Background: an optimization exercise with open tools, aiming at small area and a short achievable clock period. Do not read the settings as production practice. At most, simulation tests tie the RTL to the original design; equivalence was not proved. The RTL of runs 1 and 2 was laid out without a check of its function. Power and IR drop assume default switching activity.

[flow/design.v]
module ignav_fs (
    input  wire         clk,
    input  wire         rst,
    input  wire         in_valid,
    input  wire [7:0]   in_byte,
    input  wire [31:0]  f_osc,
    input  wire [15:0]  week_in,
    input  wire         odo_en,
    output wire [1:0]   sync,
    output wire [1:0]   result,
    output wire         count,
    output wire [3:0]   diag,
    output wire [343:0] frame,
    output wire [95:0]  gyro,
    output wire [95:0]  acc,
    output wire [31:0]  delta,
    output wire [16:0]  week,
    output wire [64:0]  sow_ticks,
    output wire         odo_valid,
    output wire [16:0]  odo_dticks,
    output wire [71:0]  odo_span_ticks
);
    localparam [33:0] WEEK_S = 34'd604800;
    reg  [7:0]   sb_n;       
    reg          sv;         
    reg  [335:0] sr_n;       
    reg  [5:0]   len;
    wire [7:0] pb = ~sb_n;           
    wire [7:0] p0 = ~sr_n[7:0];
    wire [7:0] p1 = ~sr_n[15:8];
    wire [7:0] p2 = ~sr_n[23:16];
    wire       proc = sv & (len != 6'd0);
    wire [5:0] pi   = len - 6'd1;    
    wire [335:0] fbv = sr_n;           
    wire [31:0] sow_fr  = {fbv[295:288],  fbv[303:296],  fbv[311:304],  fbv[319:312]};
    wire [31:0] pps_fr  = {fbv[263:256],  fbv[271:264],  fbv[279:272],  fbv[287:280]};
    wire [31:0] tick_fr = {fbv[231:224], fbv[239:232], fbv[247:240], fbv[255:248]};
    wire [15:0] odo_fr  = {fbv[23:16], fbv[31:24]};
    reg [31:0] F;
    reg        odo_en_q;
    reg [16:0] wkn;          
    reg        seeded, start, odo_seeded;
    reg [31:0] sow_c;        
    reg [31:0] pps_pn;       
    reg [31:0] tick_pn;      
    reg [31:0] s_prev;
    reg [31:0] d_pn;         
    reg [15:0] odo_pn;       
    wire [31:0] tick_prev = ~tick_pn;
    wire [15:0] odo_prev  = ~odo_pn;
    reg [7:0]  csum;
    reg        pchg;         
    reg [31:0] Dn;           
    reg        tbor;
    reg [16:0] odo_dtn;      
    reg        carry, drift;
    reg [4:0]  cnt;
    reg        g_frame, g_lost, g_ckf;
    reg  [7:0] ng_frame;
    reg  [3:0] ng_ck;
    reg        ng_delta;
    reg  [1:0] ng_samp;
    reg  [1:0] ng_odo;
    wire       g_ck   = ~ng_ck[0];
    wire       g_samp = ~ng_samp[0];
    wire       g_odo  = ~ng_odo[0];
    wire [31:0] D = ~Dn;
    reg [3:0]  diag_q;
    wire [31:0] s = sow_c + {31'd0, pchg};
    wire        start_nxt = start | pchg;
    wire [3:0]  k4    = s[3:0];
    wire        ge800 = (s >= 32'd604800);
    wire        ge790 = (s >= 32'd604790);
    wire [7:0] csum_sum = csum + pb;
    reg  [7:0] tp_byte;
    always @* begin
        case (pi[1:0])
            2'b10:   tp_byte = tick_prev[7:0];
            2'b11:   tp_byte = tick_prev[15:8];
            2'b00:   tp_byte = tick_prev[23:16];
            default: tp_byte = tick_prev[31:24];
        endcase
    end
    wire       tb_in = (pi == 6'd10) ? 1'b0 : tbor;
    wire [8:0] tdiff = {1'b0, pb} - {1'b0, tp_byte} - {8'd0, tb_in};
    wire [16:0] odo_raw  = {pb[7], pb, p0} - {odo_prev[15], odo_prev};
    wire [16:0] odo_wrap = {odo_raw[15] | (~odo_raw[16] & (odo_raw[14:0] == 15'h7fff)),
                            odo_raw[15:0]};
    reg [66:0] R1n, R2n;     
    wire [66:0] R1 = ~R1n;
    wire [66:0] R2 = ~R2n;
    reg [1:0]  mb1, mb2;     
    reg        pv1, pv2;     
    reg        bo1, bo2;     
    wire init_pre  = (cnt == 5'd1);
    wire init_main = (cnt == 5'd5);
    wire init      = init_pre | init_main;
    wire step      = (cnt >= 5'd2 && cnt <= 5'd4) || (cnt >= 5'd6 && cnt <= 5'd22);
    wire one1 = mb1[0] ^ pv1;
    wire two1 = (mb1[1] & ~mb1[0] & ~pv1) | (~mb1[1] & mb1[0] & pv1);
    wire one2 = mb2[0] ^ pv2;
    wire two2 = (mb2[1] & ~mb2[0] & ~pv2) | (~mb2[1] & mb2[0] & pv2);
    wire [34:0] Fx  = {3'b000, F};
    wire [34:0] F2x = {2'b00, F, 1'b0};
    wire [34:0] Dx  = {1'b0, D, 2'b00};
    wire [34:0] a1 = init ? Dx : {R1[66], R1[66], R1[66:34]};
    wire [34:0] a2 = init ? Dx : {R2[66], R2[66], R2[66:34]};
    wire        neg1 = step ? mb1[1] : init_pre;       
    wire [34:0] m1v  = step ? (({35{one1}} & Fx) | ({35{two1}} & F2x)) : 35'd0;
    wire [34:0] b1   = m1v ^ {35{neg1}};
    wire        c1   = step & mb1[1];
    wire        neg2 = step ? mb2[1] : 1'b0;
    wire [34:0] m2v  = step ? (({35{one2}} & Fx) | ({35{two2}} & F2x))
                            : (init_main ? {1'b0, ~d_pn, 2'b00} : 35'd0);
    wire [34:0] b2   = m2v ^ {35{neg2 | init_main}};
    wire        c2   = step ? mb2[1] : init_main;
    wire [34:0] sum1, sum2;
    ignav_add35 u_add1 (.a(a1), .b(b1), .ci(c1), .s(sum1));
    ignav_add35 u_add2 (.a(a2), .b(b2), .ci(c2), .s(sum2));
    wire [4:0]  q     = cnt - 5'd5;                     
    wire [1:0]  s_ch  = (q[4]) ? 2'b00 : s[2*q[3:0] +: 2];
    wire [1:0]  sp_ch = (q[4]) ? 2'b00 : s_prev[2*q[3:0] +: 2];
    wire [1:0]  k_ch  = WEEK_S[2*q +: 2];
    wire        carry_n = ge800 | (ge790 & ~R2[66]);
    wire        cy     = init_main ? carry_n : carry;
    wire        bi1    = init_main ? 1'b0 : bo1;
    wire        bi2    = init_main ? 1'b0 : bo2;
    wire [2:0]  st1    = {1'b0, s_ch} - {1'b0, (cy ? k_ch : 2'b00)} - {2'b00, bi1};
    wire [2:0]  st2    = {1'b0, s_ch} - {1'b0, sp_ch} - {2'b00, bi2};
    wire [5:0]  ms1 = 6'b110110;
    wire [5:0]  ms2 = {2'b11, k4};
    wire [1:0]  pre_i = cnt[1:0] - 2'd1;                
    wire ck_ok    = (csum_sum == in_byte);
    wire complete = in_valid & (len == 6'd42);
    wire hdr_ok   = (pb == 8'h55) & (in_byte == 8'hAA);
    wire lost     = in_valid & (len == 6'd1) & ~hdr_ok;
    wire span_nz  = |R2;
    wire samp_c   = seeded & start_nxt & ~drift;
    always @(posedge clk) begin
        F        <= f_osc;
        odo_en_q <= odo_en;
        if (in_valid)
            sb_n <= ~in_byte;
        if (sv)
            sr_n <= {sr_n[327:0], sb_n};
        if (proc) begin
            if (pi == 6'd2)
                csum <= pb;
            else if (pi != 6'd41)
                csum <= csum_sum;
            if (pi == 6'd9)
                pchg <= ({sb_n, sr_n[7:0], sr_n[15:8], sr_n[23:16]} != pps_pn);
            if (pi >= 6'd10 && pi <= 6'd13) begin
                Dn   <= {~tdiff[7:0], Dn[31:8]};
                tbor <= tdiff[8];
            end
            if (pi == 6'd39)
                odo_dtn <= ~odo_wrap;
        end
        if (init | step) begin
            R1n[66:34] <= ~sum1[34:2];
            R2n[66:34] <= ~sum2[34:2];
        end
        if (step) begin
            R1n[33:0] <= {~sum1[1:0], R1n[33:2]};
            R2n[33:0] <= {~sum2[1:0], R2n[33:2]};
        end
        if (init_main) begin
            carry <= carry_n;
            drift <= ~R1[66];
        end
        if (cnt <= 5'd3) begin
            mb1 <= ms1[2*pre_i +: 2];
            mb2 <= ms2[2*pre_i +: 2];
        end else begin
            mb1 <= st1[1:0];
            mb2 <= st2[1:0];
        end
        bo1 <= st1[2];
        bo2 <= st2[2];
        pv1 <= ~init & mb1[1];
        pv2 <= ~init & mb2[1];
        if (cnt == 5'd6)
            wkn <= ~(~wkn + {16'd0, carry});
        else if (cnt < 5'd6)
            wkn <= ~{1'b0, week_in};
        if (g_ck) begin
            pps_pn  <= pps_fr;
            tick_pn <= tick_fr;
            if (!seeded) begin
                sow_c <= ~sow_fr;
            end else begin
                sow_c <= s;
                if (g_samp && odo_en_q) begin
                    s_prev   <= s;
                    d_pn     <= Dn;
                    odo_pn   <= odo_fr;
                end
            end
        end
        if (rst) begin
            sv         <= 1'b0;
            len        <= 6'd0;
            cnt        <= 5'd0;
            seeded     <= 1'b0;
            start      <= 1'b0;
            odo_seeded <= 1'b0;
            g_frame    <= 1'b0;
            ng_frame   <= 8'hff;
            ng_ck      <= 4'hf;
            ng_delta   <= 1'b1;
            ng_samp    <= 2'b11;
            ng_odo     <= 2'b11;
            g_lost     <= 1'b0;
            g_ckf      <= 1'b0;
            diag_q     <= 4'd0;
        end else begin
            sv <= in_valid;
            if (in_valid) begin
                if (len == 6'd1)
                    len <= hdr_ok ? 6'd2 : 6'd0;
                else if (len == 6'd42)
                    len <= 6'd0;
                else
                    len <= len + 6'd1;
            end
            if (proc && pi == 6'd13)
                cnt <= 5'd1;
            else if (cnt != 5'd0 && cnt != 5'd23)
                cnt <= cnt + 5'd1;
            if (g_ck) begin
                seeded <= 1'b1;
                if (seeded) begin
                    start <= start_nxt;
                    if (g_samp && odo_en_q)
                        odo_seeded <= 1'b1;
                end
            end
            g_frame  <= complete;
            ng_frame <= {8{~complete}};
            ng_ck    <= {4{~(complete & ck_ok)}};
            g_ckf    <= complete & ~ck_ok;
            ng_delta <= ~(complete & ck_ok & seeded);
            ng_samp  <= {2{~(complete & ck_ok & samp_c)}};
            ng_odo   <= {2{~(complete & ck_ok & samp_c & odo_en_q & odo_seeded & span_nz)}};
            g_lost  <= lost;
            if (lost)
                diag_q <= 4'd1;
            else if (complete & ~ck_ok)
                diag_q <= 4'd2;
            else if (complete & ~seeded)
                diag_q <= 4'd3;
            else if (complete & ~start_nxt)
                diag_q <= 4'd4;
            else if (complete & drift)
                diag_q <= 4'd5;
            else
                diag_q <= 4'd0;
        end
    end
    genvar gi;
    generate
        for (gi = 0; gi < 42; gi = gi + 1) begin : g_fr
            assign frame[8*gi +: 8] = ~(sr_n[8*(41-gi) +: 8] | {8{ng_frame[gi/6]}});
        end
        for (gi = 0; gi < 12; gi = gi + 1) begin : g_fl
            assign gyro[8*gi +: 8] = ~(sr_n[8*(41-(14+gi)) +: 8] | {8{ng_ck[gi/6]}});
            assign acc[8*gi +: 8]  = ~(sr_n[8*(41-(26+gi)) +: 8] | {8{ng_ck[2+gi/6]}});
        end
    endgenerate
    assign frame[343:336] = ~(sb_n | {8{ng_frame[7]}});
    assign sync           = {g_lost, g_frame};
    assign result         = {g_ckf, g_samp};
    assign count          = g_samp;
    assign diag           = diag_q;
    assign delta          = ~(Dn | {32{ng_delta}});
    assign week           = ~(wkn | {17{ng_samp[0]}});
    assign sow_ticks      = {1'b0, ~(R1n[63:32] | {32{ng_samp[0]}}), ~(R1n[31:0] | {32{ng_samp[1]}})};
    assign odo_valid      = g_odo;
    assign odo_dticks     = ~(odo_dtn | {17{ng_odo[0]}});
    assign odo_span_ticks = ~({{6{R2n[66]}}, R2n[65:0]} | {{38{ng_odo[0]}}, {34{ng_odo[1]}}});
endmodule
module ignav_add35 (
    input  wire [34:0] a,
    input  wire [34:0] b,
    input  wire        ci,
    output wire [34:0] s
);
    localparam W = 35, BS = 4, NB = 9;
    wire [W-1:0]  g = a & b;
    wire [W-1:0]  p = a ^ b;
    wire [NB-1:0] bg, bp;
    genvar k, t;
    generate
        for (k = 0; k < NB; k = k + 1) begin : g_blk
            localparam LO = k * BS;
            localparam HI = (k * BS + BS - 1 < W - 1) ? k * BS + BS - 1 : W - 1;
            reg gg, pp;
            integer u;
            always @* begin
                gg = 1'b0;
                pp = 1'b1;
                for (u = LO; u <= HI; u = u + 1) begin
                    gg = g[u] | (p[u] & gg);
                    pp = pp & p[u];
                end
            end
            assign bg[k] = gg;
            assign bp[k] = pp;
        end
    endgenerate
    localparam N = NB + 1;
    reg [N-1:0] G, P;
    integer l, i;
    always @* begin
        G = {bg, ci};
        P = {bp, 1'b0};
        for (l = 1; l < N; l = l * 2)
            for (i = 2 * l - 1; i < N; i = i + 2 * l) begin
                G[i] = G[i] | (P[i] & G[i-l]);
                P[i] = P[i] & P[i-l];
            end
        for (l = 8; l >= 1; l = l / 2)
            for (i = 3 * l - 1; i < N; i = i + 2 * l) begin
                G[i] = G[i] | (P[i] & G[i-l]);
                P[i] = P[i] & P[i-l];
            end
    end
    generate
        for (k = 0; k < NB; k = k + 1) begin : g_rip
            localparam LO = k * BS;
            localparam HI = (k * BS + BS - 1 < W - 1) ? k * BS + BS - 1 : W - 1;
            wire [HI-LO+1:0] c;
            assign c[0] = G[k];
            for (t = 0; t <= HI - LO; t = t + 1) begin : g_bit
                assign s[LO+t] = a[LO+t] ^ b[LO+t] ^ c[t];
                assign c[t+1]  = (a[LO+t] & b[LO+t]) | (a[LO+t] & c[t]) | (b[LO+t] & c[t]);
            end
        end
    endgenerate
endmodule
[flow/flow/run.sh]
#!/bin/bash
# Standard ORFS layout, with the port buffers made of the smallest buffer
# cell instead of the default delay-buffer cell.
set -euo pipefail
export BUFFER_PORTS_ARGS="-buffer_cell sky130_fd_sc_hd__buf_1"
bash standard.sh finish > standard_flow.log 2>&1
[flow/standard.sh]
#!/bin/bash
# synth_recipe.tcl (not shown) runs the flow's synth.tcl, then flattens the netlist and writes it again
# the make line also repeats each setting of config.mk as NAME=value (left out here)
make -C /OpenROAD-flow-scripts/flow DESIGN_CONFIG=/design/flow/config.mk WORK_HOME=/design/flow/orfs CLKGATE_MAP_FILE= SYNTH_SCRIPT=/design/flow/synth_recipe.tcl "${@:-finish}"
[flow/config.mk]
export PLATFORM = sky130hd
export DESIGN_NAME = ignav_fs
export DESIGN_NICKNAME = ignav_fs
export VERILOG_FILES = /design/flow/design.v
export SDC_FILE = /design/flow/constraint.sdc
export NUM_CORES = 4
export LEC_CHECK = 0
export CAP_MARGIN = 20
export CORE_MARGIN = 2
export CORE_UTILIZATION = 40
export SLEW_MARGIN = 80
[flow/constraint.sdc]
create_clock -name core_clock -period 32.0 [get_ports {clk}]
set_input_delay 6.4000 -clock core_clock [delete_from_list [all_inputs] [get_ports {clk}]]
set_output_delay 6.4000 -clock core_clock [all_outputs]
set_load 0.01 [all_outputs]
==> qor.txt, run 1 <==
Setup crit end kind: primary output
antenna violations before repair: 5
standard cell core area: 93600 sq um
crit start category: flop
largest area contributor in the synthesized netlist: sky130_fd_sc_hd__edfxtp_1
number of clock sinks seen by CTS: 799
dominant cell type by count on the critical path: sky130_fd_sc_hd__buf_12
min cycle time layout: 9.60 ns
Worst-Skew Late Latency: 0.66 ns
Final Hold Viols: 0
Worst Reg2Reg Path Length in Cells: 29
share of async-settable or async-resettable flops after synthesis: 0
share of power burned in combinational logic: 0.187
Wirelength per Cell: 24.2 um
Syn-to-layout area delta: 28.3%
H-tree levels: 3
Worst R2R End: R1n[63]$_DFFE_PP_
floorplan die area: 97300 sq um
I/O pin count: 809
MaxCap Viol Count: 0
min-delay worst type: flop to flop
net switching fraction of the power: 0.282
total cell area at the placement stage: 45100 sq um
vertical die dimension: 312 um
sequential fraction of design power: 0.443
warning count from the yosys run: 2
leakage power total: 17.4 nW
x dimension of the die: 312 um
setup tns final: 0 ns
worst-path maximum fanout: 65
data required time of the critical path: 25.60 ns
portion of the clock cycle consumed by the worst path in the final layout: 0.300
filler-free cell count of the finished design: 5553
CP arrival: 3.20 ns
total iterations of the first detailed-routing run: 6
total via count after detailed routing: 29498
proportion of layout cells with a drive suffix above 1: 0.133
clock slew at the register clock pins of the worst setup and hold paths: 0.06 ns
net switching power: 0.800 mW
initial standard-cell utilization of the core: 0.405
number of endpoints failing setup at the final stage: 0
post-route cell area: 48600 sq um
number of DRC violations after detailed routing: 0
sum of overflow across all layers after global routing: 0
global-route wire length before repair: 190000 um
count of filler cells inserted in the layout: 8382
Clock Skews: 0.0266 ns
mean post-synth cell area: 11.7 sq um
area of all sequential standard cells: 23400 sq um
via count of the first global-routing pass: 27829
Setup Fix Bufs, Post-CTS: 0
R2R setup slack: 24.69 ns
area share of the leading cell type in the synthesized netlist: 0.579
fmax: 104 MHz
area of the multi-input gates: 14100 sq um
Syn Inst Count: 3249
unrepaired setup endpoints after global routing: false
GRT Util Overall: 0.265
PwrDens: 58.4 nW/um^2
worst setup path endpoint: frame[239]
total CTS buffers: 87
hold bufs inserted after CTS: 0
placement-stage worst setup slack: 23.16 ns
Placement Rows: 112
critical-path cell list: buf_6, buf_6, buf_8, buf_12, buf_12, buf_12, buf_12, buf_12, nor2_1, buf_1
max-slew violation count: 0
count of port buffers added during placement: 806
maximum count of clock buffers along a single path: 3
Clk network pwr share: 0.370
result of the run: timing/DRC/antenna clean
startpoint-to-endpoint class of the critical path: flop to primary output
ANT nets after route: 0
number of cells upsized or downsized after cts: 0
Internal Dissipation: 2.04 mW
Worst R2R Start: cnt[0]$_SDFFE_PP0P_
worst-path cell with the longest stage delay: sky130_fd_sc_hd__dfxtp_4
count of routing violations after the opening detailed-route iteration: 2980
nets: 4461
Worst VDD drop: 0.0374 mV
count of state elements after synthesis: 799
Top Family by Delay on Critical Path: buffers and inverters
per-cell via count in the routed design: 5.31
weighted congestion reported at the end of routability-driven placement: 0.953
most instantiated flip-flop cell in the synthesis netlist: sky130_fd_sc_hd__edfxtp_1
instance count on the critical path: 10
crit path buf inv count: 9
Area contributors post-synth: sky130_fd_sc_hd__edfxtp_1 (58%), sky130_fd_sc_hd__nor2_1 (8.4%), sky130_fd_sc_hd__ha_1 (3.9%)
slowest stage delay, CP: 0.41 ns
Critical Path Source: ng_frame[0]$_SDFF_PP1_
count of flip-flops with a built-in enable after synthesis: 731
hpwl dp: 105000 um
Synth cell types: 74
Hold Worst Slack: 0.448 ns
sequential-to-total area share from yosys stat: 0.615
number of placed instances, taps included: 5347
Syn Std Cell Area: 37900 sq um
setup slack after layout: 22.40 ns
pin count of the biggest net entering global routing: 66
final wirelength: 134000 um
CTS Root Cell: sky130_fd_sc_hd__clkbuf_16
clock tree from TritonCTS: built
sequential cells by signal, summed over array words and instances (netlist names), 2 cells and up:
signal   flops
R2n         67
sb_n         8
sr_n       336
cnt          5
csum         8
wkn         17
odo_pn      16
F           32
R1n         67
Dn          32
mb1          2
tick_pn     32
diag_q       3
odo_dtn     17
len          6
sow_c       32
d_pn        32
mb2          2
pps_pn      32
s_prev      32
worst min path at each step:
stage / from / end / slack (ns) / cells past startpoint
detailed placement: R1n[6]$_DFFE_PP_ / R1n[4]$_DFFE_PP_ / 0.43 / 0
global route: R1n[33]$_DFFE_PP_ / R1n[31]$_DFFE_PP_ / 0.45 / 0
global placement: sr_n[327]$_DFFE_PP_ / sr_n[335]$_DFFE_PP_ / 0.43 / 0
finish: sr_n[322]$_DFFE_PP_ / sr_n[330]$_DFFE_PP_ / 0.45 / 0
floorplan: R1n[2]$_DFFE_PP_ / R1n[0]$_DFFE_PP_ / 0.43 / 0
CTS: R1n[33]$_DFFE_PP_ / R1n[31]$_DFFE_PP_ / 0.45 / 0
Yosys cell counts (3+ instances only):
library cell                instances
sky130_fd_sc_hd__and3_1            47
sky130_fd_sc_hd__a31oi_1            9
sky130_fd_sc_hd__buf_1              5
sky130_fd_sc_hd__o211ai_1           4
sky130_fd_sc_hd__fa_1              60
sky130_fd_sc_hd__ha_1             119
sky130_fd_sc_hd__buf_2             11
sky130_fd_sc_hd__o2111ai_1          3
sky130_fd_sc_hd__nor3b_1            4
sky130_fd_sc_hd__a21o_1            29
sky130_fd_sc_hd__buf_4             12
sky130_fd_sc_hd__nand2_1           98
sky130_fd_sc_hd__dfxtp_1           68
sky130_fd_sc_hd__a21oi_1          165
sky130_fd_sc_hd__a22oi_1           64
sky130_fd_sc_hd__o21bai_1           3
sky130_fd_sc_hd__or3_1              8
sky130_fd_sc_hd__clkbuf_1         151
sky130_fd_sc_hd__mux2i_1           73
sky130_fd_sc_hd__o21ai_1            5
sky130_fd_sc_hd__o31a_1             8
sky130_fd_sc_hd__nand4_1           39
sky130_fd_sc_hd__nor2_1           853
sky130_fd_sc_hd__inv_1            187
sky130_fd_sc_hd__nor2b_1           16
sky130_fd_sc_hd__nand3b_1           4
sky130_fd_sc_hd__mux4_2            14
sky130_fd_sc_hd__a211oi_1           4
sky130_fd_sc_hd__and2_1             7
sky130_fd_sc_hd__edfxtp_1         731
sky130_fd_sc_hd__o31ai_1            4
sky130_fd_sc_hd__o21ai_0           36
sky130_fd_sc_hd__or4_1              7
sky130_fd_sc_hd__o22ai_1           40
sky130_fd_sc_hd__xor2_1            67
sky130_fd_sc_hd__and4_1             7
sky130_fd_sc_hd__o21a_1            10
sky130_fd_sc_hd__nand2b_1          11
sky130_fd_sc_hd__nor3_1            55
sky130_fd_sc_hd__nor4_1            18
sky130_fd_sc_hd__nand3_1           34
sky130_fd_sc_hd__xnor2_1          117
power by group through the flow:
stage | Sequential [mW] | Combinational, mW | Clock, mW
after floorplan | 1.27 | 0.330 | 0
after global placement | 1.29 | 0.434 | 0
after detailed placement | 1.28 | 0.503 | 0
after CTS | 1.26 | 0.506 | 1.07
after global routing | 1.26 | 0.591 | 1.10
final | 1.26 | 0.532 | 1.05
stage by stage:
| stage | power [mW] | util |
|---|---|---|
| final | 2.84 | 0.520 |
| after global routing | 2.96 | 0.520 |
| after CTS | 2.83 | 0.514 |
| after detailed placement | 1.78 | 0.482 |
| after global placement | 1.72 | 0.450 |
| after floorplan | 1.60 | - |
kinds of logic (layout without fill, tap and decap cells):
| kind of cell | count (synthesis) | in the layout | share of synthesized area |
|---|---|---|---|
| buffers and inverters | 369 | 1414 | 0.0383 |
| AND/OR/NAND/NOR | 1219 | 1219 | 0.138 |
| adder cells (fa/ha/maj) | 179 | 179 | 0.0709 |
| AO/OA/AOI/OAI | 409 | 409 | 0.0674 |
| other | 1 | 6 | 0.0000989 |
| flip-flops | 799 | 799 | 0.615 |
| multiplexers | 89 | 89 | 0.0282 |
| XOR/XNOR | 184 | 184 | 0.0425 |
worst reg2reg max path, delay by kind of cell, from the launching register on:
kind / cells / cell delay [ns]
buffers and inverters: 10 / 2.72
AOI/OAI and AO/OA: 6 / 1.03
DFF: 1 / 0.34
adders and majority gates: 5 / 1.65
xor gates and xnor gates: 2 / 0.42
and+or+nand+nor: 6 / 0.92
placed cells by master (no fill, tap or decap), types with 14 or more instances in the layout:
master                              n
sky130_fd_sc_hd__mux2i_1           72
sky130_fd_sc_hd__nand4_1           39
sky130_fd_sc_hd__and3_1            47
sky130_fd_sc_hd__clkdlybuf4s50_1   20
sky130_fd_sc_hd__nor2b_1           15
sky130_fd_sc_hd__nor2_2            22
sky130_fd_sc_hd__nor3_1            46
sky130_fd_sc_hd__mux4_2            14
sky130_fd_sc_hd__xor2_1            45
sky130_fd_sc_hd__ha_1             113
sky130_fd_sc_hd__inv_1            181
sky130_fd_sc_hd__clkbuf_1          19
sky130_fd_sc_hd__buf_2            102
sky130_fd_sc_hd__fa_1              60
sky130_fd_sc_hd__nand2_1           95
sky130_fd_sc_hd__buf_16            24
sky130_fd_sc_hd__nor2_1           830
sky130_fd_sc_hd__clkdlybuf4s18_2   16
sky130_fd_sc_hd__buf_6             18
sky130_fd_sc_hd__nand3_1           32
sky130_fd_sc_hd__a22oi_1           63
sky130_fd_sc_hd__xnor2_2           16
sky130_fd_sc_hd__dfxtp_1           49
sky130_fd_sc_hd__buf_12            20
sky130_fd_sc_hd__xor2_2            16
sky130_fd_sc_hd__buf_1            791
sky130_fd_sc_hd__edfxtp_1         731
sky130_fd_sc_hd__a21o_1            29
sky130_fd_sc_hd__xnor2_1           99
sky130_fd_sc_hd__o21ai_0           25
sky130_fd_sc_hd__buf_8             30
sky130_fd_sc_hd__o22ai_1           38
sky130_fd_sc_hd__clkbuf_16         89
sky130_fd_sc_hd__a21oi_1          159
area by class of cell:
type                            instances  area share
Clock inverter                         52      0.0130
Inverter                              189      0.0152
Antenna cell                            4    0.000206
Sequential cell                       799       0.480
Clock buffer                          110      0.0480
Multi-Input combinational cell       2082       0.290
Tap cell                             1254      0.0323
Timing Repair Buffer                 1063       0.121
layer usage:
metal,vias up,routed length [um],GRT usage
met2,1409,67100,0.458
met3,215,10400,0.0467
met4,2,4660,0.0927
li1,13372,-,-
met5,-,8,0
met1,14500,52300,0.334
==> run 2: changes to the inputs <==
--- a/flow/config.mk
+++ b/flow/config.mk
@@ -7,5 +7,5 @@
 export LEC_CHECK = 0
 export CAP_MARGIN = 20
 export CORE_MARGIN = 2
-export CORE_UTILIZATION = 40
-export SLEW_MARGIN = 80
+export CORE_UTILIZATION = 60
+export SLEW_MARGIN = 60
==> qor.txt, run 2 <==
setup tns final: 0 ns (unchanged)
per-cell via count in the routed design: 6.07 (+14%)
count of flip-flops with a built-in enable after synthesis: 731 (unchanged)
result of the run: timing/DRC/antenna clean
R2R setup slack: 25.51 ns (+0.82 ns)
global-route wire length before repair: 185000 um (-2.7%)
hpwl dp: 96100 um (-8.0%)
number of endpoints failing setup at the final stage: 0 (unchanged)
min-delay worst type: flop to flop
warning count from the yosys run: 2 (unchanged)
Worst R2R End: R1n[63]$_DFFE_PP_
Hold Worst Slack: 0.450 ns (+0.00214 ns)
crit start category: flop
largest family of logic cells by synthesized area: simple AND/OR/NAND/NOR gates
Syn Inst Count: 3249 (unchanged)
top cells by count, synth: sky130_fd_sc_hd__nor2_1 (853), sky130_fd_sc_hd__edfxtp_1 (731), sky130_fd_sc_hd__inv_1 (187), sky130_fd_sc_hd__a21oi_1 (165), sky130_fd_sc_hd__clkbuf_1 (151)
worst-path maximum fanout: 117 (+80%)
min cycle time layout: 8.80 ns (-0.800 ns)
number of placed instances, taps included: 4763 (-11%)
total cell area at the placement stage: 42000 sq um (-7.0%)
post-route cell area: 44900 sq um (-7.7%)
count of state elements after synthesis: 799 (unchanged)
CTS Root Cell: sky130_fd_sc_hd__clkbuf_16
area fraction in and, or, nand and nor cells after synthesis: 0.138 (unchanged)
Wirelength per Cell: 25.9 um (+6.9%)
max-slew violation count: 0 (unchanged)
GRT Util Overall: 0.383 (+0.118)
Top Layer Used: met5
fmax: 114 MHz (+9.1%)
Hold EP: R1n[6]$_DFFE_PP_
initial standard-cell utilization of the core: 0.604 (+0.199)
clock tree from TritonCTS: built
pin count of the biggest net entering global routing: 118 (+79%)
vertical die dimension: 255 um (-18%)
Placement Rows: 92 (-18%)
sequential-to-total area share from yosys stat: 0.615 (unchanged)
synthesized-area fraction occupied by xor and xnor cells: 0.0425 (unchanged)
unrepaired setup endpoints after global routing: false
Worst Reg2Reg Path Length in Cells: 23 (-21%)
nets: 4245 (-4.8%)
Syn Std Cell Area: 37900 sq um (unchanged)
portion of the clock cycle consumed by the worst path in the final layout: 0.275 (-0.0250)
share of async-settable or async-resettable flops after synthesis: 0 (unchanged)
via count of the first global-routing pass: 28453 (+2.2%)
sum of overflow across all layers after global routing: 0 (unchanged)
total length of routed met2 wires: 58800 um (-12%)
Most flops, register: sr_n
max_slew headroom: 0.598
total routed wire length on the met1 layer: 46600 um (-11%)
Synth cell types: 74 (unchanged)
proportion of layout cells with a drive suffix above 1: 0.0582 (-0.0750)
number of DRC violations after detailed routing: 0 (unchanged)
count of routing violations after the opening detailed-route iteration: 4094 (+37%)
x dimension of the die: 255 um (-18%)
Setup crit end kind: primary output
standard cell core area: 62700 sq um (-33%)
Worst-Skew Late Latency: 0.65 ns (about the same)
area share of the leading cell type in the synthesized netlist: 0.579 (unchanged)
startpoint-to-endpoint class of the critical path: flop to primary output
leakage power total: 15.7 nW (-9.3%)
flip-flop count of the largest register, all copies and words added: 336 (unchanged)
dominant cell type by count on the critical path: sky130_fd_sc_hd__buf_16
floorplan die area: 65200 sq um (-33%)
clock slew at the register clock pins of the worst setup and hold paths: 0.06 ns (about the same)
antenna violations before repair: 19 (+14)
total via count after detailed routing: 29925 (+1.4%)
I/O pin count: 809 (unchanged)
Worst R2R Start: cnt[0]$_SDFFE_PP0P_
met3 wire len: 15100 um (+45%)
ANT nets after route: 0 (unchanged)
transition time at the pin with the least slew margin: 0.600 ns
mean post-synth cell area: 11.7 sq um (unchanged)
Synth Area in Compound Gates: 0.0674 (unchanged)
worst-path cell with the longest stage delay: sky130_fd_sc_hd__buf_16
Final Hold Viols: 0 (unchanged)
final wirelength: 128000 um (-5.1%)
largest area contributor in the synthesized netlist: sky130_fd_sc_hd__edfxtp_1
filler-free cell count of the finished design: 4931 (-11%)
MaxCap Viol Count: 0 (unchanged)
total iterations of the first detailed-routing run: 9 (+3)
final standard cell utilization of the core: 0.715 (+0.196)
Worst VDD drop: 0.0495 mV (+32%)
leading cell type by number of instances after synthesis: sky130_fd_sc_hd__nor2_1
H-tree levels: 3 (unchanged)
Setup Fix Bufs, Post-CTS: 0 (unchanged)
Syn-to-layout area delta: 18.4%
Clock Skews: 0.0254 ns (-0.00126 ns)
number of cells upsized or downsized after cts: 0 (unchanged)
data required time of the critical path: 25.60 ns (about the same)
Area contributors post-synth: sky130_fd_sc_hd__edfxtp_1 (58%), sky130_fd_sc_hd__nor2_1 (8.4%), sky130_fd_sc_hd__ha_1 (3.9%)
critical-path cell list: buf_12, buf_16, buf_16, nor2_1, buf_1
Top Registers: sr_n x336, R1n x67, R2n x67
Synth Area in Adders: 0.0709 (unchanged)
CP arrival: 2.40 ns (-0.80 ns)
most used cells in the layout excluding fill and tap cells: sky130_fd_sc_hd__nor2_1 (849), sky130_fd_sc_hd__buf_1 (806), sky130_fd_sc_hd__edfxtp_1 (731)
maximum count of clock buffers along a single path: 3 (unchanged)
hold bufs inserted after CTS: 0 (unchanged)
number of clock sinks seen by CTS: 799 (unchanged)
weighted congestion reported at the end of routability-driven placement: 1.13 (+19%)
total CTS buffers: 82 (-5.7%)
most frequent standard cell in the layout excluding fill and tap cells: sky130_fd_sc_hd__nor2_1
slowest stage delay, CP: 0.38 ns (-0.03 ns)
count of port buffers added during placement: 806 (unchanged)
PwrDens: 60.4 nW/um^2 (+3.4%)
startpoint of the most critical hold path: R1n[8]$_DFFE_PP_
count of filler cells inserted in the layout: 4449 (-47%)
worst hold path cell count: 0 (unchanged)
multiplexer share of the synthesized area: 0.0282 (unchanged)
most instantiated flip-flop cell in the synthesis netlist: sky130_fd_sc_hd__edfxtp_1
## run 2: cell counts after synthesis
No cell type changed its count.
## run 2: worst max-delay path by stage
stage	startpoint	to	slack [ns]	cells past startpoint
after floorplan	sv$_SDFF_PP0_	Dn[0]$_DFFE_PP_	20.25	2
after global placement	ng_ck[0]$_SDFF_PP1_	acc[35]	23.57	3
after detailed placement	in_byte[1]	diag_q[2]$_SDFF_PP0_	23.67	7
after CTS	ng_ck[0]$_SDFF_PP1_	acc[35]	23.25	3
after global routing	ng_frame[0]$_SDFF_PP1_	frame[163]	23.15	5
final	ng_frame[0]$_SDFF_PP1_	frame[230]	23.20	5
## run 2: worst max-delay path, delay by kind of cell, from the launching register on
| family | cells | cell delay (ns) |
|---|---|---|
| and+or+nand+nor | 1 | 0.12 |
| buffers and inverters | 4 | 1.02 |
| DFF | 1 | 0.37 |
## run 2: kinds of logic after synthesis
family	after synthesis
AOI/OAI and AO/OA	409
xor gates and xnor gates	184
adders and majority gates	179
buffers and inverters	369
DFF	799
muxes	89
other	1
and+or+nand+nor	1219
## run 2: final cells by class
cell class	instances	area [sq um]	share of cell area
diodes	11	27.5	0.000613
clock buffers	103	2140	0.0477
multi-input cells	2082	13400	0.298
repair buffers	852	3660	0.0816
inverters	189	716	0.0159
well taps	846	1060	0.0236
clock inverters	49	568	0.0127
flip-flops and latches	799	23300	0.520
## run 2: layer usage
layer | up-vias | GRT usage
li1 | 12891 | -
met3 | 377 | 0.113
met1 | 14596 | 0.494
met5 | - | 0
met2 | 2047 | 0.594
met4 | 14 | 0.194
## run 2: through the flow
stage / power [mW] / setup slack (ns)
2_1_floorplan: 1.60 / 20.25
3_3_place_gp: 1.70 / 23.57
3_5_place_dp: 1.74 / 23.67
4_1_cts: 2.70 / 23.25
5_1_grt: 2.81 / 23.15
6_report: 2.71 / 23.20
## run 2: where the power goes
group,leakage [nW],total [mW],internal [mW],switching [mW]
clock,1.31,0.970,0.547,0.423
sequential,7.31,1.27,1.21,0.0638
combinational,7.12,0.466,0.173,0.293
total,15.7,2.71,1.93,0.779
==> run 3: changes to the inputs <==
--- a/flow/design.v
+++ b/flow/design.v
@@ -83,9 +83,16 @@
     end
     wire       tb_in = (pi == 6'd10) ? 1'b0 : tbor;
     wire [8:0] tdiff = {1'b0, pb} - {1'b0, tp_byte} - {8'd0, tb_in};
-    wire [16:0] odo_raw  = {pb[7], pb, p0} - {odo_prev[15], odo_prev};
-    wire [16:0] odo_wrap = {odo_raw[15] | (~odo_raw[16] & (odo_raw[14:0] == 15'h7fff)),
-                            odo_raw[15:0]};
+    wire signed [16:0] odo_raw = $signed({pb[7], pb, p0}) - $signed({odo_prev[15], odo_prev});
+    reg  signed [16:0] odo_wrap;
+    always @* begin
+        if (odo_raw < -17'sd32768)
+            odo_wrap = odo_raw + 17'sd65536;
+        else if (odo_raw >= 17'sd32767)
+            odo_wrap = odo_raw - 17'sd65536;
+        else
+            odo_wrap = odo_raw;
+    end
     reg [66:0] R1n, R2n;     
     wire [66:0] R1 = ~R1n;
     wire [66:0] R2 = ~R2n;
@@ -169,17 +176,22 @@
             carry <= carry_n;
             drift <= ~R1[66];
         end
-        if (cnt <= 5'd3) begin
+        if (init_pre | (cnt >= 5'd2 && cnt <= 5'd3)) begin
             mb1 <= ms1[2*pre_i +: 2];
             mb2 <= ms2[2*pre_i +: 2];
-        end else begin
+        end else if (cnt >= 5'd5 && cnt <= 5'd21) begin
             mb1 <= st1[1:0];
             mb2 <= st2[1:0];
+            bo1 <= st1[2];
+            bo2 <= st2[2];
+        end
+        if (init) begin
+            pv1 <= 1'b0;
+            pv2 <= 1'b0;
+        end else if (step) begin
+            pv1 <= mb1[1];
+            pv2 <= mb2[1];
         end
-        bo1 <= st1[2];
-        bo2 <= st2[2];
-        pv1 <= ~init & mb1[1];
-        pv2 <= ~init & mb2[1];
         if (cnt == 5'd6)
             wkn <= ~(~wkn + {16'd0, carry});
         else if (cnt < 5'd6)
--- a/flow/config.mk
+++ b/flow/config.mk
@@ -7,5 +7,6 @@
 export LEC_CHECK = 0
 export CAP_MARGIN = 20
 export CORE_MARGIN = 2
-export CORE_UTILIZATION = 60
-export SLEW_MARGIN = 60
+export CORE_UTILIZATION = 40
+export CTS_BUF_LIST = sky130_fd_sc_hd__clkbuf_8
+export SLEW_MARGIN = 20
==> qor.txt, run 3 <==
sum of overflow across all layers after global routing: 0 (unchanged)
number of clock sinks seen by CTS: 799 (unchanged)
Wirelength per Cell: 24.3 um (-6.3%)
count of flip-flops with a built-in enable after synthesis: 737 (+0.82%)
fmax: 100 MHz (-12%)
sequential fraction of design power: 0.487 (+0.017)
number of DRC violations after detailed routing: 0 (unchanged)
most used cells in the layout excluding fill and tap cells: sky130_fd_sc_hd__nor2_1 (854), sky130_fd_sc_hd__buf_1 (806), sky130_fd_sc_hd__edfxtp_1 (737)
Worst-Skew Late Latency: 0.86 ns (+0.21 ns)
floorplan die area: 97700 sq um (+50%)
total iterations of the first detailed-routing run: 6 (-3)
hold bufs inserted after CTS: 0 (unchanged)
total length of routed met2 wires: 67500 um (+15%)
portion of the clock cycle consumed by the worst path in the final layout: 0.312 (+0.0370)
pin count of the biggest net entering global routing: 110 (-6.8%)
worst-path maximum fanout: 106 (-9.4%)
CTS Root Cell: sky130_fd_sc_hd__clkbuf_8
Hold Worst Slack: 0.449 ns (-0.000971 ns)
Area contributors post-synth: sky130_fd_sc_hd__edfxtp_1 (58%), sky130_fd_sc_hd__nor2_1 (8.4%), sky130_fd_sc_hd__ha_1 (3.9%)
warning count from the yosys run: 2 (unchanged)
hpwl dp: 99200 um (+3.1%)
net switching fraction of the power: 0.294 (+0.00640)
placement-stage worst setup slack: 22.90 ns (-0.766 ns)
max_slew headroom: 0.283 (-0.315)
Internal Dissipation: 1.84 mW (-4.7%)
share of power burned in combinational logic: 0.154 (-0.018)
flip-flop count of the largest register, all copies and words added: 336 (unchanged)
clock tree from TritonCTS: built
CP arrival: 3.58 ns (+1.18 ns)
clock slew at the register clock pins of the worst setup and hold paths: 0.06 ns (about the same)
min cycle time layout: 9.98 ns (+1.18 ns)
sequential-to-total area share from yosys stat: 0.614 (-0.00107)
final wirelength: 132000 um (+3.3%)
met3 wire len: 8600 um (-43%)
number of endpoints failing setup at the final stage: 0 (unchanged)
Setup crit end kind: primary output
GRT Util Overall: 0.263 (-0.120)
result of the run: timing/DRC/antenna clean
top cells by count, synth: sky130_fd_sc_hd__nor2_1 (855), sky130_fd_sc_hd__edfxtp_1 (737), sky130_fd_sc_hd__inv_1 (202), sky130_fd_sc_hd__clkbuf_1 (142), sky130_fd_sc_hd__a21oi_1 (135)
total CTS buffers: 144 (+76%)
I/O pin count: 809 (unchanged)
most frequent standard cell in the layout excluding fill and tap cells: sky130_fd_sc_hd__nor2_1
Most flops, register: sr_n
slowest stage delay, CP: 0.89 ns (+0.51 ns)
total via count after detailed routing: 28605 (-4.4%)
PwrDens: 57.7 nW/um^2 (-4.4%)
antenna violations before repair: 3 (-16)
worst-path cell with the longest stage delay: sky130_fd_sc_hd__buf_4
largest area contributor in the synthesized netlist: sky130_fd_sc_hd__edfxtp_1
unrepaired setup endpoints after global routing: false
count of filler cells inserted in the layout: 9008 (+100%)
initial standard-cell utilization of the core: 0.402 (-0.202)
startpoint-to-endpoint class of the critical path: flop to primary output
data required time of the critical path: 25.60 ns (about the same)
leakage power total: 15.9 nW (+1.1%)
Top Registers: sr_n x336, R1n x67, R2n x67
Clk network pwr share: 0.359 (about the same)
count of port buffers added during placement: 806 (unchanged)
area share of the leading cell type in the synthesized netlist: 0.581 (+0.00224)
via count of the first global-routing pass: 27426 (-3.6%)
number of cells upsized or downsized after cts: 0 (unchanged)
ANT nets after route: 0 (unchanged)
share of async-settable or async-resettable flops after synthesis: 0 (unchanged)
total routed wire length on the met1 layer: 51500 um (+11%)
leading cell type by number of instances after synthesis: sky130_fd_sc_hd__nor2_1
global-route wire length before repair: 187000 um (+1.2%)
Worst VDD drop: 0.0398 mV (-20%)
count of state elements after synthesis: 799 (unchanged)
x dimension of the die: 313 um (+22%)
Synth cell types: 89 (+20%)
nets: 4301 (+1.3%)
H-tree levels: 4 (+1)
min-delay worst type: flop to flop
Clock Skews: 0.0572 ns (+0.0318 ns)
dominant cell type by count on the critical path: sky130_fd_sc_hd__buf_4
Syn Inst Count: 3245 (-0.12%)
number of placed instances, taps included: 5181 (+8.8%)
Syn-to-layout area delta: 18.5%
weighted congestion reported at the end of routability-driven placement: 0.954 (-16%)
crit start category: flop
per-cell via count in the routed design: 5.26 (-13%)
Setup Fix Bufs, Post-CTS: 0 (unchanged)
setup tns final: 0 ns (unchanged)
setup slack after layout: 22.02 ns (-1.18 ns)
MaxCap Viol Count: 0 (unchanged)
transition time at the pin with the least slew margin: 1.08 ns (+0.475 ns)
net switching power: 0.766 mW (-1.7%)
vertical die dimension: 313 um (+22%)
critical-path cell list: buf_4, buf_4, nor2_1, buf_1
mean post-synth cell area: 11.7 sq um (+0.56%)
Top Layer Used: met5
Placement Rows: 113 (+23%)
max-slew violation count: 0 (unchanged)
filler-free cell count of the finished design: 5436 (+10%)
proportion of layout cells with a drive suffix above 1: 0.0674 (+0.00921)
most instantiated flip-flop cell in the synthesis netlist: sky130_fd_sc_hd__edfxtp_1
count of routing violations after the opening detailed-route iteration: 2819 (-31%)
standard cell core area: 94700 sq um (+51%)
Syn Std Cell Area: 38100 sq um (+0.43%)
Final Hold Viols: 0 (unchanged)
maximum count of clock buffers along a single path: 3 (unchanged)
## run 3: cell count changes after synthesis, moves of 8 or more
cell,before,now
sky130_fd_sc_hd__mux2i_1,73,47
sky130_fd_sc_hd__xor2_1,67,75
sky130_fd_sc_hd__nor3_1,55,28
sky130_fd_sc_hd__inv_1,187,202
sky130_fd_sc_hd__a21oi_1,165,135
sky130_fd_sc_hd__o22a_1,0,21
sky130_fd_sc_hd__o22ai_1,40,18
sky130_fd_sc_hd__xnor2_1,117,131
sky130_fd_sc_hd__clkbuf_1,151,142
## run 3: per-stage QoR
step,util,power (mW),area (sq um)
floorplan,-,1.56,38100
global placement,0.447,1.68,42400
detailed placement,0.447,1.69,42400
CTS,0.476,2.63,45100
global route,0.476,2.73,45100
finish,0.476,2.60,45100
## run 3: critical path, delay by kind of cell, from the launching register on
| kind | cells | cell delay (ns) |
|---|---|---|
| AND/OR/NAND/NOR | 1 | 0.16 |
| flip-flops | 1 | 0.64 |
| buffers and inverters | 3 | 1.88 |
## run 3: layout make-up
class / instances / area, sq um / share of cell area
sequential: 799 / 23400 / 0.518
multi-input combinational: 2069 / 13300 / 0.295
timing repair buffer: 842 / 3300 / 0.0730
clock buffer: 156 / 2150 / 0.0476
tap: 1265 / 1580 / 0.0351
inverter: 206 / 777 / 0.0172
clock inverter: 98 / 612 / 0.0136
antenna: 1 / 2.50 / 0.0000554
## run 3: cell families (layout without fill, tap and decap cells)
family	after synthesis	count (layout)	synth area share
AO/OA/AOI/OAI	411	411	0.0721
XOR/XNOR	207	207	0.0478
adder cells (fa/ha/maj)	180	180	0.0709
buffers and inverters	378	1302	0.0389
flip-flops	799	799	0.614
multiplexers	61	61	0.0197
other	1	3	0.0000985
AND/OR/NAND/NOR	1208	1208	0.137
## run 3: power groups by stage
stage                     Clock [mW]  Sequential [mW]  Combinational, mW
after floorplan                    0             1.26              0.294
after global placement             0             1.29              0.391
after detailed placement           0             1.29              0.400
after CTS                      0.958             1.27              0.402
after global routing            1.00             1.27              0.456
final                          0.936             1.27              0.401
## run 3: path summary, 6_finish.rpt
path                          startpoint  slack [ns]  cells past startpoint           endpoint
setup / recovery  ng_frame[0]$_SDFF_PP1_       22.02                      4         frame[102]
hold / removal          R1n[3]$_DFFE_PP_        0.45                      0   R1n[1]$_DFFE_PP_
setup reg to reg     cnt[0]$_SDFFE_PP0P_       24.10                     23  R2n[66]$_DFFE_PP_
hold reg to reg         R1n[3]$_DFFE_PP_        0.45                      0   R1n[1]$_DFFE_PP_
## run 3: layer usage
layer / up-vias / track usage
met5: - / 0
met4: 2 / 0.0971
met3: 208 / 0.0471
met2: 1252 / 0.461
met1: 14093 / 0.325
li1: 13050 / -

-- re-timing with driven ports --
The results above use ideal ports. As a check the final layouts listed here were re-extracted and re-timed, cells and wires unchanged. Step 1 (the two cells are an assumption about what drives the block):
set clk [get_ports {clk}]
set_driving_cell -lib_cell sky130_fd_sc_hd__clkbuf_16 $clk
set_driving_cell -lib_cell sky130_fd_sc_hd__buf_2 [delete_from_list [all_inputs] $clk]
Step 2 moves the port delays by t, midway between the first and last clock arrival at a register: inputs arrive t later, outputs are due t later. That takes back most of the time a late clock gives input paths. Slacks: ideal ports / drivers / drivers and shift; pairs: ideal ports / drivers.
run	t, ns	setup WS [ns]	worst data-port slew with drivers (ns)
run 1	0.719	22.398 / 22.327 / 23.046	0.15
run 2	0.706	23.198 / 23.132 / 23.548	0.14
run 3	0.899	22.015 / 21.942 / 22.841	0.08
After both steps setup and hold are still met in every run listed.
